Context: an optimization exercise on an open-source flow, tuned for small area. The choices shown serve that exercise and are no tape-out recipe.
In this exercise RTL edits were held to simulation tests only and were not proved equivalent to the original.
No activity file was given, so power comes from the tool's default toggle rates.

Design pm_irblock, start of the top module:
module pm_irblock (
    input  wire        clk,
    input  wire        rst,           
    input  wire        op_valid,
    input  wire [63:0] op_word,
    output reg         ev_frame,
    output wire [7:0]  frame_addr,
    output wire [7:0]  frame_cmd,
    output wire [7:0]  frame_flags,
    output reg         ev_adc_soc,
    output reg         ev_read,
    output reg  [31:0] read_data,
    output wire        sensor_pwr,
    output wire        cha_active,
    output wire        chb_active,
    output wire        adc_enable,
    output wire        rx_ready,
    output wire        twk_ready
);
Settings: LEC_CHECK=0, CAP_MARGIN=20, CORE_MARGIN=2, CORE_UTILIZATION=60, SLEW_MARGIN=20; clock period 10.0 ns.
standard.sh (not shown) runs the stock make flow with config.mk's settings and CLKGATE_MAP_FILE= SYNTH_SCRIPT=/design/flow/synth_recipe.tcl, a recipe that flattens the netlist after the stock synthesis.
==> flow/flow/run.sh <==
#!/bin/bash
# Own layout flow: the standard synthesis, then an area re-mapping of
# the logic between the (unchanged) registers, then the standard
# layout with small port buffers and a clock tree of small buffers.
set -euo pipefail
W=$(pwd)
R=$W/orfs/results/$FLOW_PLATFORM/pm_irblock/base
LIB=$FLOW_HOME/platforms/$FLOW_PLATFORM/lib/sky130_fd_sc_hd__tt_025C_1v80.lib
YOSYS=${YOSYS_EXE:-yosys}

bash standard.sh synth > $W/synth.log 2>&1
cp $R/1_2_yosys.v $W/standard_synth.v

# Re-map with eight ABC scripts (four at a time); keep the smallest netlist.
for batch in "0 1 2 3" "4 5 6 7"; do
  for i in $batch; do
    ( LIB=$LIB IN=$W/standard_synth.v OUT=$W/remap$i.v SCRIPT=$W/flow/remap$i.abc TOP=$FLOW_TOP \
        timeout 900 $YOSYS -c $W/flow/remap.tcl > $W/remap$i.log 2>&1 || true ) &
  done
  wait
done
best=""; best_area=""
for i in 0 1 2 3 4 5 6 7; do
  if [[ -s $W/remap$i.v && -s $W/remap$i.v.stat ]]; then
    a=$(awk '/Chip area/ {print $NF}' $W/remap$i.v.stat)
    echo "remap$i area $a" >> $W/remap_choice.log
    if [[ -z "$best" ]] || awk -v a="$a" -v b="$best_area" 'BEGIN{exit !(a<b)}'; then
      best=$i; best_area=$a
    fi
  fi
done
if [[ -n "$best" ]]; then
  echo "chosen remap$best ($best_area)" >> $W/remap_choice.log
  cp $W/remap$best.v $R/1_2_yosys.v
  rm -f $R/1_synth.odb $R/1_synth.sdc
else
  echo "no remap; standard netlist kept" >> $W/remap_choice.log
fi

export BUFFER_PORTS_ARGS="-buffer_cell sky130_fd_sc_hd__buf_1"
export CTS_ARGS="-sink_clustering_enable -repair_clock_nets -dont_use_dummy_load -buf_list sky130_fd_sc_hd__clkbuf_4 -sink_clustering_size 8 -sink_clustering_max_diameter 60"
bash standard.sh > $W/layout.log 2>&1
Other scripts of this flow, unchanged in this note and not shown: flow/flow/remap.tcl, flow/flow/remap0.abc, flow/flow/remap1.abc, flow/flow/remap2.abc, flow/flow/remap3.abc, flow/flow/remap4.abc, flow/flow/remap5.abc, flow/flow/remap6.abc, flow/flow/remap7.abc
The starting point went through all stages and came out clean.
Edit:
CAP_MARGIN = 5   (was 20)
CORE_UTILIZATION = 70   (was 60)
SLEW_MARGIN = 5   (was 20)
The changed run passed the timing, DRC and antenna checks.
Die area went down by about 14%.
Clock power went down by about 2%.
Register-to-register slack got worse by 140 ps.
Power went down by about 0.7%.
Global-route usage went up by 5.8 points.
First-iteration DRC count went up by 18%.
Routed wire length went down by 1.1%.
Critical path depth went down by 1.
Edit:
CORE_UTILIZATION = 60   (was 70)
Sequential share of layout area is lower by 0.18 points.
Die area is higher by 16%.
Sequential power hardly moves.
Edit:
CAP_MARGIN = 0   (was 5)
CORE_UTILIZATION = 70   (was 60)
SLEW_MARGIN = 0   (was 5)
Sequential power barely changes. Worst setup slack is worse by 360 ps. First-iteration DRC count increases by 9.7%. Clock skew rises by 30 ps. Wire length is lower by 1.0%. Flip-flop and latch count is unchanged. Final cell count goes down by 2.4%. Die area drops by 14%. Global-route usage rose by 5.8 points.
Edit:
CAP_MARGIN = 5   (was 0)
GPL_TIMING_DRIVEN = 0   (was unset)
SLEW_MARGIN = 5   (was 0)
Effect: The new run completed without violations; count of clock-buffer cells in the layout went up by 1; cell count rises slightly; design area climbs slightly; first-iteration DRC count rises by a few percent; global-route usage came out lower by 0.95 points.
Edit:
CORE_UTILIZATION = 80   (was 70)
GPL_TIMING_DRIVEN = unset   (was 0)
=> Total power stays flat. Setup slack is better by 760 ps. Design area fell by 1.6%. Clock skew fell by 46 ps. Critical path depth is unchanged. Sequential share of layout area came out higher by 0.63 points. Global-route usage increases by 9.6 points. Non-clock buffer count goes down by 22. Routed wire length went up by 5.2%. First-iteration DRC count climbs by about 55%. Utilization went up by 10 points.

==> re-timing with driven ports <==
How much do the figures lean on ideal ports? The routed layouts below were timed once more, with nothing changed but the port constraints. Step 1, drivers: a clkbuf_16 drives clk and a buf_2 each remaining input, both assumed. Step 2 adds t to the input delays and takes it off the output delays; t is the mean of the earliest and latest rising clock arrival at the registers after step 1. Input paths then give back, and output paths get back, about the clock's delay inside the block. Slacks: no drivers / after step 1 / after step 2; pairs: no drivers / after step 1.
run	t (ns)	setup WS [ns]	hold slack, ns	worst setup path at the end
the first run	0.739	1.836 / 1.853 / 1.114	0.458 / 0.458 / 0.458	input to register
the second run	0.720	1.506 / 1.526 / 0.806	0.462 / 0.462 / 0.462	input to register
the third run	0.738	1.866 / 1.882 / 1.143	0.450 / 0.450 / 0.450	input to register
the fourth run	0.720	1.506 / 1.526 / 0.806	0.462 / 0.462 / 0.462	input to register
the fifth run	0.724	1.101 / 1.117 / 0.393	0.448 / 0.448 / 0.448	input to register
the sixth run	0.738	1.865 / 1.886 / 1.148	0.467 / 0.467 / 0.467	input to register
After both steps setup and hold are still met in every run listed. For the third run, which loses most, drivers alone change the setup slack by +0.016 ns; drivers and shift together by -0.723 ns.
